From an optimization exercise on the open Yosys and OpenROAD flow, aimed at small area, a short achievable clock period and few clock cycles; shortcuts taken in it are not production practice. Only simulation tests tie the RTL to the original design; equivalence was not proved. Power figures rest on the tool's default switching activity, not on a simulated workload.

==> flow/design.v <==
module upc_decoder (
    input  wire        clk,
    input  wire        rst,         
    input  wire [2:0]  cmd,
    output wire        done,        
    output wire        ok,          
    output reg  [2:0]  err,         
    output reg  [9:0]  len,         
    output wire [9:0]  bw,          
    output wire        rev,         
    output wire [9:0]  e_win,       
    output wire [9:0]  e_bw,        
    output wire [2:0]  gfail,       
    output reg  [1:0]  e_which,     
    output reg         e_side,      
    output reg  [6:0]  e_val,       
    output reg  [47:0] dig,         
    output reg  [7:0]  csum         
);
    localparam LIFO_N = 16;
    wire [1:0] op = cmd[2:1];
    reg idle, busy, done_r, ok_r;
    assign done = done_r;
    assign ok   = ok_r;
    wire acc_clear = (op == 2'b01) && (idle || done_r);
    wire acc_push  = (op == 2'b10) && idle && !len[9];
    wire acc_start = (op == 2'b11) && idle;
    reg push_q, pix_q, start_q, init_q;
    wire fin;                       
    wire fin_ok;                    
    always @(posedge clk) begin
        if (rst) begin
            idle   <= 1'b1;
            busy   <= 1'b0;
            done_r <= 1'b0;
            ok_r   <= 1'b0;
            len    <= 10'd0;
        end else begin
            if (acc_clear) begin
                done_r <= 1'b0;
                ok_r   <= 1'b0;
                len    <= 10'd0;
            end
            if (acc_push)
                len <= len + 10'd1;
            if (acc_start) begin
                idle <= 1'b0;
                busy <= 1'b1;
            end
            if (busy && fin) begin
                busy   <= 1'b0;
                done_r <= 1'b1;
                ok_r   <= fin_ok;
            end
            if (acc_clear)
                idle <= 1'b1;
        end
        push_q  <= !rst && acc_push;
        pix_q   <= cmd[0];
        start_q <= !rst && acc_start;
        init_q  <= rst || acc_clear;
    end
    reg [511:0] slb;
    reg         rot;
    always @(posedge clk) begin
        if (push_q || rot)
            slb <= {slb[510:0], push_q ? pix_q : slb[511]};
    end
    localparam [2:0] M_PUSH = 3'd0,     
                     M_RES  = 3'd1,     
                     M_LIFO = 3'd2,     
                     M_DIV  = 3'd3,     
                     M_ROT  = 3'd4,     
                     M_END  = 3'd5;
    reg [2:0]  mode;
    reg        fbm;                 
    reg        lead;                
    reg [9:0]  w;                   
    reg [9:0]  rem;                 
    reg        atb;                 
    reg        wfirst, wmix;
    reg [9:0]  f;                   
    reg [9:0]  since;               
    reg [9:0]  emix;                
    reg        mix_any, mix39, win9, par;
    reg [9:0]  t;                   
    reg        revr;                
    reg        misal;               
    reg [4:0]  li;                  
    reg        g_s, g_c, g_e;
    reg [6:0]  cw;
    reg        lk, lk_side;
    reg [3:0]  slot;
    reg        unk;
    wire lifo_go = (mode == M_LIFO);
    wire rot_go  = (mode == M_ROT) && (t >= emix);
    wire step    = (mode == M_PUSH) ? push_q : (lifo_go || rot_go);
    wire p       = (mode == M_PUSH) ? pix_q :
                   (mode == M_LIFO) ? slb[{5'd0, li[3:0]}] : slb[511];
    wire        first   = lead || atb;
    wire [9:0]  rem_cur = first ? w : rem;
    wire        cmpl    = (rem_cur == 10'd1);
    wire        wf_cur  = first ? p : wfirst;
    wire        mixed   = !first && (wmix || (p != wfirst));
    wire        wstep   = step && !(lead && p);    
    wire        ev      = wstep && cmpl;           
    wire        val     = wf_cur;
    wire        in39    = (mode == M_PUSH) && (f >= 10'd3) && (f <= 10'd9);
    function [4:0] sym_l;           
        input [6:0] c;
        case (c)
            7'd13: sym_l = 5'h10;  7'd25: sym_l = 5'h11;
            7'd19: sym_l = 5'h12;  7'd61: sym_l = 5'h13;
            7'd35: sym_l = 5'h14;  7'd49: sym_l = 5'h15;
            7'd47: sym_l = 5'h16;  7'd59: sym_l = 5'h17;
            7'd55: sym_l = 5'h18;  7'd11: sym_l = 5'h19;
            default: sym_l = 5'h00;
        endcase
    endfunction
    function [4:0] sym_r;
        input [6:0] c;
        case (c)
            7'd114: sym_r = 5'h10; 7'd102: sym_r = 5'h11;
            7'd108: sym_r = 5'h12; 7'd66:  sym_r = 5'h13;
            7'd92:  sym_r = 5'h14; 7'd78:  sym_r = 5'h15;
            7'd80:  sym_r = 5'h16; 7'd68:  sym_r = 5'h17;
            7'd72:  sym_r = 5'h18; 7'd116: sym_r = 5'h19;
            default: sym_r = 5'h00;
        endcase
    endfunction
    wire [6:0] cw_v   = revr ? {cw[0], cw[1], cw[2], cw[3], cw[4], cw[5], cw[6]} : cw;
    wire       side_v = lk_side ^ revr;            
    wire [4:0] sym_v  = side_v ? sym_r(cw_v) : sym_l(cw_v);
    wire [3:0] pos    = revr ? (4'd11 - slot) : slot;
    wire       w3     = ~(slot[0] ^ revr);
    wire [7:0] dval   = {4'd0, sym_v[3:0]};
    wire [7:0] csum_n = csum + dval + (w3 ? {dval[6:0], 1'b0} : 8'd0);
    wire       c10   = (csum == 8'd0)   || (csum == 8'd10)  || (csum == 8'd20)  ||
                       (csum == 8'd30)  || (csum == 8'd40)  || (csum == 8'd50)  ||
                       (csum == 8'd60)  || (csum == 8'd70)  || (csum == 8'd80)  ||
                       (csum == 8'd90)  || (csum == 8'd100) || (csum == 8'd110) ||
                       (csum == 8'd120) || (csum == 8'd130) || (csum == 8'd140) ||
                       (csum == 8'd150) || (csum == 8'd160) || (csum == 8'd170) ||
                       (csum == 8'd180) || (csum == 8'd190) || (csum == 8'd200) ||
                       (csum == 8'd210);
    wire [2:0] gf_v  = revr ? {g_s, g_c, g_e} : {g_e, g_c, g_s};
    wire       f95   = (f == 10'd95);
    reg  [2:0] r_err;
    reg        r_rev;
    reg        r_win;               
    reg        r_g;                 
    reg        r_fb;                
    reg        r_bwt;               
    always @(*) begin
        r_bwt = 1'b0;
        r_err = 3'd0;
        r_rev = 1'b0;
        r_win = 1'b0;
        r_g   = 1'b0;
        r_fb  = 1'b0;
        if (w == 10'd0) begin
            r_err = 3'd1;
        end else if (!win9) begin
            r_err = 3'd3;
        end else if (mix39) begin
            r_err = 3'd2;
        end else if (!revr) begin
            if (mix_any)            r_err = 3'd2;
            else if (!atb || !f95)  r_err = 3'd3;
            else                    r_g = 1'b1;
        end else begin
            r_rev = 1'b1;
            if (!fbm && t == 10'd0) begin
                r_err = 3'd1;
            end else if (fbm || (t == w && atb)) begin
                r_win = 1'b1;
                if (mix_any)              r_err = 3'd2;
                else if (misal || !f95)   r_err = 3'd3;
                else                      r_g = 1'b1;
            end else if (t == 10'd1 && len != 10'd95) begin
                r_err = 3'd3;       
                r_bwt = 1'b1;
            end else begin
                r_fb = 1'b1;
            end
        end
        if (r_g) begin
            if (gf_v != 3'd0)   r_err = 3'd4;
            else if (unk)       r_err = 3'd5;
            else if (!c10)      r_err = 3'd6;
        end
    end
    wire lifo_hit  = ev && mixed;
    wire lifo_last = (li == LIFO_N - 1) || ({5'd0, li} == len - 10'd1);
    wire res  = (mode == M_RES);
    assign fin = (res && !r_fb) || (mode == M_LIFO && lifo_hit);
    assign fin_ok = res && (r_err == 3'd0);
    assign bw    = w;
    assign rev   = revr;
    assign e_win = emix;
    assign e_bw  = t;
    assign gfail = {g_e, g_c, g_s};
    integer d;
    always @(posedge clk) begin
        lk <= 1'b0;
        if (init_q) begin
            mode    <= M_PUSH;
            fbm     <= 1'b0;
            lead    <= 1'b1;
            w       <= 10'd0;
            atb     <= 1'b1;
            f       <= 10'd1;
            since   <= 10'd0;
            mix_any <= 1'b0;
            mix39   <= 1'b0;
            win9    <= 1'b0;
            par     <= 1'b0;
            t       <= 10'd0;
            revr    <= 1'b0;
            misal   <= 1'b0;
            g_s     <= 1'b0;
            g_c     <= 1'b0;
            g_e     <= 1'b0;
            slot    <= 4'd0;
            unk     <= 1'b0;
            csum    <= 8'd0;
            rot     <= 1'b0;
        end else begin
            if (step && lead && p)
                w <= w + 10'd1;
            if (step && p != 1'b1 && lead)
                lead <= 1'b0;
            if (mode == M_PUSH && push_q)
                t <= pix_q ? t + 10'd1 : 10'd0;
            if (wstep) begin
                atb    <= cmpl;
                rem    <= rem_cur - 10'd1;
                wfirst <= wf_cur;
                wmix   <= mixed;
            end
            if (ev) begin
                f <= f + 10'd1;
                if (mixed) begin
                    mix_any <= 1'b1;
                    since   <= 10'd0;
                    if (!mix_any || (in39 && !mix39))
                        emix <= f;
                    if (in39)
                        mix39 <= 1'b1;
                end else begin
                    since <= since + 10'd1;
                end
                if (mode == M_PUSH && f >= 10'd3 && f <= 10'd9)
                    par <= par ^ val;
                if (mode == M_PUSH && f == 10'd9) begin
                    win9 <= 1'b1;
                    revr <= ~(par ^ val);
                end
                if (f <= 10'd2 && val != (f[0] ^ 1'b1))
                    g_s <= 1'b1;
                if (f >= 10'd45 && f <= 10'd49 && val != (f == 10'd46 || f == 10'd48))
                    g_c <= 1'b1;
                if (f >= 10'd92 && f <= 10'd94 && val != (f != 10'd93))
                    g_e <= 1'b1;
                cw <= {cw[5:0], val};
                if (f == 10'd9  || f == 10'd16 || f == 10'd23 || f == 10'd30 ||
                    f == 10'd37 || f == 10'd44) begin
                    lk      <= 1'b1;
                    lk_side <= 1'b0;
                end
                if (f == 10'd56 || f == 10'd63 || f == 10'd70 || f == 10'd77 ||
                    f == 10'd84 || f == 10'd91) begin
                    lk      <= 1'b1;
                    lk_side <= 1'b1;
                end
            end
            if (lk) begin
                for (d = 0; d < 12; d = d + 1)
                    if (pos == d[3:0]) dig[4*d +: 4] <= sym_v[3:0];
                if (!sym_v[4] && (revr || !unk)) begin
                    unk    <= 1'b1;
                    e_side <= side_v;
                    e_val  <= cw_v;
                end
                csum <= csum_n;
                slot <= slot + 4'd1;
            end
            case (mode)
            M_PUSH: if (start_q) mode <= M_RES;
            M_RES: begin
                if (r_fb) begin
                    mode    <= M_LIFO;
                    w       <= t;
                    lead    <= 1'b0;
                    atb     <= 1'b1;
                    f       <= 10'd0;
                    mix_any <= 1'b0;
                    li      <= 5'd0;
                end else begin
                    mode    <= M_END;
                    err     <= r_err;
                    revr    <= r_rev;
                    if (r_bwt) w <= t;
                    emix    <= (r_err != 3'd2) ? 10'd0 : (r_win ? since : emix);
                    t       <= (r_err == 3'd2) ? w : 10'd0;
                    if (!r_g) begin
                        g_s <= 1'b0;
                        g_c <= 1'b0;
                        g_e <= 1'b0;
                    end else if (revr) begin
                        g_s <= g_e;
                        g_e <= g_s;
                    end
                    e_which <= (r_err != 3'd4) ? 2'd0 :
                               gf_v[0] ? 2'd0 : gf_v[1] ? 2'd1 : 2'd2;
                    if (r_err != 3'd5) begin
                        e_side <= 1'b0;
                        e_val  <= 7'd0;
                    end
                    if (r_err != 3'd0 && r_err != 3'd6) begin
                        dig  <= 48'd0;
                        csum <= 8'd0;
                    end
                end
            end
            M_LIFO: begin
                li <= li + 5'd1;
                if (lifo_hit) begin
                    mode    <= M_END;
                    err     <= 3'd2;
                    emix    <= f;
                    t       <= w;
                    g_s     <= 1'b0;
                    g_c     <= 1'b0;
                    g_e     <= 1'b0;
                    e_which <= 2'd0;
                    e_side  <= 1'b0;
                    e_val   <= 7'd0;
                    dig     <= 48'd0;
                    csum    <= 8'd0;
                end else if (lifo_last) begin
                    mode <= M_DIV;
                    rem  <= len;
                end
            end
            M_DIV: begin
                if (rem >= w) begin
                    rem <= rem - w;
                end else begin
                    mode    <= M_ROT;
                    misal   <= (rem != 10'd0);
                    emix    <= 10'd512 - len + rem;    
                    t       <= 10'd0;                   
                    rot     <= 1'b1;
                    fbm     <= 1'b1;
                    atb     <= 1'b1;
                    f       <= 10'd0;
                    since   <= 10'd0;
                    mix_any <= 1'b0;
                    g_s     <= 1'b0;
                    g_c     <= 1'b0;
                    g_e     <= 1'b0;
                    slot    <= 4'd0;
                    unk     <= 1'b0;
                    csum    <= 8'd0;
                end
            end
            M_ROT: begin
                t <= t + 10'd1;
                if (t == 10'd511) begin
                    rot  <= 1'b0;
                    mode <= M_RES;
                end
            end
            default: ;
            endcase
        end
    end
endmodule
==> flow/flow/run.sh <==
#!/bin/bash
# Standard layout (the standard.sh: the standard synthesis and ORFS flow),
# with the port buffers as buf_2 cells and repair_timing asked for more setup
# margin than the clock period needs. The constraints are the design's.
set -euo pipefail
bash standard.sh \
  "SETUP_SLACK_MARGIN=7" \
  "BUFFER_PORTS_ARGS=-buffer_cell sky130_fd_sc_hd__buf_2" \
  finish > make_finish.log 2>&1
==> flow/standard.sh <==
#!/bin/bash
# synth_recipe.tcl (not shown) runs the flow's synth.tcl, then flattens the netlist and writes it again
# the make line also repeats each setting of config.mk as NAME=value (left out here)
make -C /OpenROAD-flow-scripts/flow DESIGN_CONFIG=/design/flow/config.mk WORK_HOME=/design/flow/orfs CLKGATE_MAP_FILE= SYNTH_SCRIPT=/design/flow/synth_recipe.tcl "${@:-finish}"
==> flow/config.mk <==
export PLATFORM = sky130hd
export DESIGN_NAME = upc_decoder
export DESIGN_NICKNAME = upc_decoder
export VERILOG_FILES = /design/flow/design.v
export SDC_FILE = /design/flow/constraint.sdc
export NUM_CORES = 4
export LEC_CHECK = 0
export CAP_MARGIN = 20
export CORE_MARGIN = 2
export CORE_UTILIZATION = 40
export SLEW_MARGIN = 20
==> flow/constraint.sdc <==
create_clock -name core_clock -period 11.0 [get_ports {clk}]
set_input_delay 2.2000 -clock core_clock [delete_from_list [all_inputs] [get_ports {clk}]]
set_output_delay 2.2000 -clock core_clock [all_outputs]
set_load 0.01 [all_outputs]
==> impl_metrics.env, run 1 <==
export IMPL_synth_main_ff_cell="edfxtp_1"
export IMPL_netlist_area_mm2=0.0287
export IMPL_grt_total_usage_pct=16.5
export IMPL_synthMuxAreaShare_pct=2.58
export IMPL_syn_nets=2142
export IMPL_setup_viol=0
export IMPL_die_h_um=272
export IMPL_hold_viol_final=0
export IMPL_timing_final_crit_share_pct=35.8
export IMPL_grt_max_degree=201
export IMPL_yosysTopAreaCellShare_pct=63.7
export IMPL_synthSimpleGateAreaFrac_pct=10.2
export IMPL_final_max_slew_viol_count=0
export IMPL_clkLatencyLatePin_ns=0.61
export IMPL_grt_pass1_wl_mm=96.7
export IMPL_stdcell_count=3222
export IMPL_power_frac_seq_pct=51.3
export IMPL_skew_ns=0.0197
export IMPL_regArea_mm2=0.0200
export IMPL_r2r_cells=19
export IMPL_path_class="reg -> reg"
export IMPL_status="timing/DRC/antenna clean"
export IMPL_pwr_share_comb_pct=4.5
export IMPL_rsz0062_at_grt="true"
export IMPL_wl_per_cell_um=19.4
export IMPL_antenna_cells=0
export IMPL_p_sw_share_pct=21.7
export IMPL_hp_class="reg -> reg"
export IMPL_clk_pin_slew_worst_paths_ns=0.06
export IMPL_synth_compound_area_share_pct=8.73
export IMPL_clkPwrFrac_pct=44.1
export IMPL_grt_pass1_vias=16600
export IMPL_placedCellCount=3047
export IMPL_arrival_ns=4.40
export IMPL_die_w_um=272
export IMPL_ioPinCount=120
export IMPL_routed_wl_mm=62.4
export IMPL_cap_viol_max_count=0
export IMPL_peakVddDrop_mv=0.120
export IMPL_coreArea_mm2=0.0712
export IMPL_p_leak_nw=9.94
export IMPL_ys_seq_area_share_pct=69.9
export IMPL_synthXorXnorAreaFrac_pct=2.87
export IMPL_max_freq_ghz=0.254
export IMPL_p_int_mw=4.47
export IMPL_end_kind="register"
export IMPL_cts_hold_buf=0
export IMPL_cts_tree="yes"
export IMPL_crit_required_ns=11.47
export IMPL_ys_types=90
export IMPL_hold_depth=0
export IMPL_synthCells=2069
export IMPL_post_dp_cell_area_mm2=0.0301
export IMPL_drtAntennaViolNets=0
export IMPL_synth_adder_area_share_pct=3.13
export IMPL_p_total_mw=5.71
export IMPL_area_delta_synth_final_pct=15.7
export IMPL_first_pass_iters=8
export IMPL_synth_area_per_cell_um2=13.9
export IMPL_multi_input_area_mm2=0.00809
export IMPL_synth_top_area_cell="edfxtp_1"
export IMPL_cts_buffers=75
export IMPL_rows=98
export IMPL_clock_path_buffers=3
export IMPL_clock_sinks=696
export IMPL_fin_setup_tns_ns=0
export IMPL_first_iter_violations=1605
export IMPL_worstPathMaxFanout=5
export IMPL_final_layout_size_suffix_gt1_share_pct=15.8
export IMPL_start_util_pct=40.2
export IMPL_ys_async_sr_fraction_pct=0
export IMPL_fillers=6238
export IMPL_grt_overflow_total=0
export IMPL_drc=0
export IMPL_relSlewSlack_pct=33.5
export IMPL_yosysWarnings=1
export IMPL_synth_area_leaders="edfxtp_1 64%, dfxtp_1 6.1%, ha_1 2.7%"
export IMPL_vias=17400
export IMPL_holdWs_ns=0.406
export IMPL_place_congestion=0.909
export IMPL_tightest_slew_ns=0.997
export IMPL_cts_root_buf="clkbuf_16"
export IMPL_p_per_area_mw_per_mm2=172
export IMPL_min_period_ns=3.93
export IMPL_vias_per_cell=5.40
export IMPL_dieArea_mm2=0.0738
export IMPL_fin_nets=2283
export IMPL_p_switching_mw=1.24
export IMPL_startpoint_type="register"
export IMPL_dp_hpwl_mm=38.5
export IMPL_synth_top_family_by_area="simple AND/OR/NAND/NOR gates"
export IMPL_synth_edf_count=608
export IMPL_io_buffers=119
export IMPL_grt_antenna_before_repair=0
export IMPL_yosys_register_bits=696
export IMPL_stdcell_area_mm2=0.0332
export IMPL_h_tree_depth=3
-- path summary, 6_finish.rpt --
path	from	to	slack [ns]
setup / recovery	cw[1]	csum[7]	7.07
hold / removal	slb[237]	slb[238]	0.41
setup reg to reg	cw[1]	csum[7]	7.07
hold reg to reg	slb[237]	slb[238]	0.41
-- layer usage --
| layer | vias up | global-route usage [%] | wire [µm] |
|---|---|---|---|
| li1 | 8049 | - | - |
| met1 | 8674 | 23.6 | 28800 |
| met2 | 554 | 25.5 | 28500 |
| met3 | 107 | 2.71 | 3350 |
| met4 | 0 | 5.68 | 1770 |
| met5 | - | 0 | 0 |
-- placed cells by master (no fill, tap or decap), types with 60 or more instances in the layout --
master     Yosys  routed
a21oi_1       85      81
o21ai_0       71      68
edfxtp_1     608     608
dfxtp_1       88      85
nand2_1      115     113
inv_1         75      72
ha_1          62      60
nor2_1       202     200
clkbuf_16      0      78
buf_2         21     119
-- worst max-delay path: stages, from the launching register on --
cell and delay [ns]:
edfxtp_1 0.47, buf_4 0.18, nor3b_2 0.16, a211oi_1 0.06, a21o_1 0.17, a221oi_2 0.27
o21ai_2 0.13, o22ai_4 0.25, buf_12 0.14, inv_4 0.03, fa_1 0.47, inv_1 0.04
ha_2 0.20, fa_2 0.36, a21o_1 0.18, a21oi_2 0.18, nor2b_1 0.07, o211ai_1 0.21
xnor2_1 0.15, nor3_1 0.06
-- logic make-up after synthesis --
group | count (synthesis)
muxes | 68
buffers and inverters | 182
adders and majority gates | 68
xor gates and xnor gates | 94
AOI/OAI and AO/OA | 367
and+or+nand+nor | 594
DFF | 696
-- cells in the mapped netlist, types with 6 or more instances --
master,n
ha_1,62
o2111ai_1,6
o211ai_1,21
buf_1,12
nand3b_1,8
inv_1,75
edfxtp_1,608
a21oi_1,85
nor4b_1,7
xnor2_1,48
or4_1,6
o22ai_1,10
nor2_1,202
o21ai_0,71
nor4_1,16
nor2b_1,18
dfxtp_1,88
xor2_1,46
nand3_1,54
and2_1,12
a21o_1,23
nor3b_1,8
clkbuf_1,62
a22oi_1,19
or2_2,10
and3_1,18
fa_1,6
nor3_1,48
mux2i_1,58
o21a_1,8
nand4_1,15
or3_1,20
a211oi_1,26
o31ai_1,7
nand2_1,115
a311oi_1,8
a31oi_1,17
nand2b_1,18
buf_2,21
-- sequential cells by signal (all words and copies together) (netlist names), 2 cells and up --
register,count
csum,8
cw,7
dig,48
e_val,7
e_which,2
emix,10
err,3
f,10
len,10
li,5
mode,3
rem,10
since,10
slb,512
slot,4
t,10
w,10
-- power by group through the flow --
stage                     registers [mW]  logic (mW)  clock network (mW)
after global placement              2.98       0.243                   0
after global routing                2.93       0.285                2.70
after detailed placement            2.98       0.249                   0
after CTS                           2.93       0.255                2.60
final                               2.93       0.259                2.52
after floorplan                     2.99       0.157                   0
-- area by class of cell --
cell class | instances | share of cell area (%)
multi-input combinational | 1191 | 24.4
sequential | 696 | 60.4
clock buffer | 108 | 6.44
timing repair inverter | 1 | 0.0151
inverter | 77 | 0.890
clock inverter | 31 | 1.13
tap | 950 | 3.58
timing repair buffer | 168 | 3.18
-- repair_timing --
action                     in CTS  in global routing
pin swaps                       5                 11
setup buffers                  22                 12
setup endpoints to repair      35                 34
cloned                          2                  0
gates resized for setup        23                 31
-- per-stage QoR --
step / utilization (%) / worst slack (ns)
after floorplan: - / 6.49
after global placement: 42.3 / 6.12
after detailed placement: 42.3 / 6.03
after CTS: 46.2 / 6.95
after global routing: 46.6 / 6.90
final: 46.6 / 7.07
Testbench counts, summed over its fixed seeds: cycles 47,400.
==> run 2, diff against run 1 <==
==> flow/run.sh (new file) <==
#!/bin/bash
# synth_recipe.tcl (not shown) runs the flow's synth.tcl, then flattens the netlist and writes it again
# the make line also repeats each setting of config.mk as NAME=value (left out here)
make -C /OpenROAD-flow-scripts/flow DESIGN_CONFIG=/design/flow/config.mk WORK_HOME=/design/flow/orfs CLKGATE_MAP_FILE= SYNTH_SCRIPT=/design/flow/synth_recipe.tcl finish
removed: flow/flow/run.sh
removed: flow/standard.sh
==> run 2 against run 1 <==
Still clean. Maximum frequency fell by 23%. Die area did not move. Total power fell by 1.6%. Highest routed layer unchanged.
==> impl_metrics.env, run 2 <==
export IMPL_cap_viol_max_count=0
export IMPL_synth_most_common_cell="edfxtp_1"
export IMPL_p_sw_share_pct=22.2
export IMPL_top_register="slb"
export IMPL_grt_overflow_total=0
export IMPL_rrSetupSlack_ns=5.88
export IMPL_layout_cells_most_common="edfxtp_1"
export IMPL_die_w_um=272
export IMPL_fin_nets=2250
export IMPL_grt_total_usage_pct=16.6
export IMPL_vias_per_cell=5.41
export IMPL_fin_setup_tns_ns=0
export IMPL_rows=98
export IMPL_grtUsageMet2_pct=25.1
export IMPL_startpoint_type="register"
export IMPL_grt_max_degree=217
export IMPL_netlist_area_mm2=0.0287
export IMPL_ys_seq_area_share_pct=69.9
export IMPL_rsz0062_at_grt="false"
export IMPL_skew_ns=0.0308
export IMPL_hold_depth=0
export IMPL_max_freq_ghz=0.195
export IMPL_power_frac_seq_pct=52.2
export IMPL_hold_viol_final=0
export IMPL_path_class="reg -> reg"
export IMPL_grtUsageMet1_pct=23.8
export IMPL_yosysWarnings=1
export IMPL_end_kind="register"
export IMPL_placedCellCount=3051
export IMPL_r2r_cells=16
export IMPL_p_total_mw=5.61
export IMPL_netlist_top_cells_count="608 x edfxtp_1, 202 x nor2_1, 115 x nand2_1"
export IMPL_stdcell_area_mm2=0.0331
export IMPL_cp_startpoint="cw[5]"
export IMPL_cts_tree="yes"
export IMPL_status="timing/DRC/antenna clean"
export IMPL_clock_sinks=696
export IMPL_arrival_ns=5.60
export IMPL_clk_pin_slew_worst_paths_ns=0.06
export IMPL_final_max_slew_viol_count=0
export IMPL_dp_hpwl_mm=39.4
export IMPL_hp_class="reg -> reg"
export IMPL_regArea_mm2=0.0200
export IMPL_drtAntennaViolNets=0
export IMPL_synth_edf_count=608
export IMPL_coreArea_mm2=0.0712
export IMPL_cts_resized=0
export IMPL_first_iter_violations=1690
export IMPL_whs_endpoint="slb[337]"
export IMPL_largestRegisters="slb x512, dig x48"
export IMPL_crit_required_ns=11.48
export IMPL_busiest_layer="met2"
export IMPL_post_dp_cell_area_mm2=0.0307
export IMPL_ys_async_sr_fraction_pct=0
export IMPL_place_congestion=0.898
export IMPL_fin_util_pct=46.5
export IMPL_grtUsageMet3_pct=2.87
export IMPL_routed_wl_mm=62.2
export IMPL_wl_per_cell_um=19.5
export IMPL_cts_buffers=73
export IMPL_first_pass_iters=6
export IMPL_synth_area_leaders="edfxtp_1 64%, dfxtp_1 6.1%, ha_1 2.7%"
export IMPL_die_h_um=272
export IMPL_cts_root_buf="clkbuf_16"
export IMPL_h_tree_depth=3
export IMPL_syn_nets=2142
export IMPL_drc=0
export IMPL_grt_pass1_vias=16500
export IMPL_peakVddDrop_mv=0.145
export IMPL_tightest_slew_ns=1.05
export IMPL_multi_input_area_mm2=0.00789
export IMPL_cts_setup_buffers=0
export IMPL_vias=17200
export IMPL_timing_final_crit_share_pct=46.5
export IMPL_min_period_ns=5.12
export IMPL_layout_common_cells="608 x edfxtp_1, 202 x nor2_1, 119 x clkdlybuf4s50_1"
export IMPL_synth_top_area_cell="edfxtp_1"
export IMPL_yosysTopAreaCellShare_pct=63.7
export IMPL_min_from="slb[336]"
export IMPL_largest_reg_flops=512
export IMPL_ioPinCount=120
export IMPL_relSlewSlack_pct=30.2
export IMPL_p_int_mw=4.37
export IMPL_cts_hold_buf=0
export IMPL_p_leak_nw=9.57
export IMPL_clkPwrFrac_pct=42.9
export IMPL_clkLatencyLatePin_ns=0.63
export IMPL_p_per_area_mw_per_mm2=169
export IMPL_yosys_register_bits=696
export IMPL_synthCells=2069
export IMPL_stdcell_count=3187
export IMPL_synth_main_ff_cell="edfxtp_1"
export IMPL_r2r_start="cw[5]"
export IMPL_grt_antenna_before_repair=1
export IMPL_pwr_share_comb_pct=4.8
export IMPL_p_switching_mw=1.24
export IMPL_setup_viol=0
export IMPL_dieArea_mm2=0.0738
export IMPL_io_buffers=119
export IMPL_start_util_pct=40.2
export IMPL_worstPathMaxFanout=16
export IMPL_ys_types=90
export IMPL_fillers=6222
export IMPL_grt_pass1_wl_mm=96.8
export IMPL_r2r_end="csum[7]"
export IMPL_final_layout_size_suffix_gt1_share_pct=7.33
export IMPL_clock_path_buffers=3
export IMPL_area_delta_synth_final_pct=15.6
export IMPL_synth_area_per_cell_um2=13.9
## run 2: cell type report
cell class	instances	share of cell area [%]
antenna	1	0.00756
clock inverter	39	1.25
sequential	696	60.5
timing repair buffer	138	4.13
multi-input combinational	1191	23.8
inverter	77	0.873
tap	950	3.59
clock buffer	95	5.89
## run 2: per-stage QoR
step	setup slack, ns	hold WS, ns
2_1_floorplan	3.81	0.400
3_3_place_gp	6.07	0.403
3_5_place_dp	5.89	0.405
4_1_cts	5.90	0.408
5_1_grt	5.53	0.414
6_report	5.88	0.408
## run 2: worst max path at each step
stage               slack [ns]      end
detailed placement        5.89  csum[7]
global route              5.53  csum[7]
global placement          6.07  csum[7]
finish                    5.88  csum[7]
CTS                       5.90  csum[7]
floorplan                 3.81   slb[0]
## run 2: routing by layer
metal | part of all wire (%) | wire [µm] | up-vias
met5 | 0 | 0 | -
met4 | 3.2 | 1970 | 0
met3 | 5.0 | 3120 | 140
met2 | 45 | 27800 | 510
met1 | 47 | 29300 | 8593
li1 | - | - | 7987
## run 2: power groups by stage
stage               sequential [mW]  clock, mW  combinational, mW
floorplan                      3.00          0              0.157
global placement               2.99          0              0.265
detailed placement             2.99          0              0.271
CTS                            2.93       2.49              0.272
global route                   2.93       2.59              0.296
finish                         2.93       2.41              0.272
## run 2: logic make-up after synthesis
family | count (synthesis) | synth area share [%]
AND/OR/NAND/NOR | 594 | 10.2
buffers and inverters | 182 | 2.65
flip-flops | 696 | 69.9
adder cells (fa/ha/maj) | 68 | 3.13
XOR/XNOR | 94 | 2.87
AO/OA/AOI/OAI | 367 | 8.73
multiplexers | 68 | 2.58
## run 2: critical path, cell delays in order (launching register included)
cell and delay (ns):
edfxtp_1 0.74, clkinv_1 0.49, o21ai_0 0.38, nand2_1 0.08
a221o_1 0.35, o221ai_1 0.19, o21a_1 0.56, inv_1 0.17
nor3_1 0.26, fa_1 0.47, ha_1 0.35, a21o_1 0.19
a21oi_1 0.22, nor2b_1 0.07, o211ai_1 0.21, xnor2_1 0.15
nor3_1 0.07

[re-timing with driven ports]
How much do the figures lean on ideal ports? The routed layouts below were timed once more, with nothing changed but the port constraints.
Step 1 (the two cells are an assumption about what drives the block):
set clk [get_ports {clk}]
set_driving_cell -lib_cell sky130_fd_sc_hd__clkbuf_16 $clk
set_driving_cell -lib_cell sky130_fd_sc_hd__buf_2 [delete_from_list [all_inputs] $clk]
Step 2 adds t to the input delays and takes it off the output delays; t is the mean of the earliest and latest rising clock arrival at the registers after step 1. Input paths then give back, and output paths get back, about the clock's delay inside the block.
Three values: ideal, step 1, step 2; two values: the first two.
run	shift t [ns]	setup WS [ns]	worst hold slack (ns)
run 1	0.661	7.067 / 7.067 / 6.835	0.406 / 0.406 / 0.406
run 2	0.674	5.884 / 5.884 / 5.884	0.408 / 0.408 / 0.408
After both steps setup and hold are still met in every run listed. For run 1, which loses most, drivers alone change the setup slack by 0.000 ns; drivers and shift together by -0.232 ns.
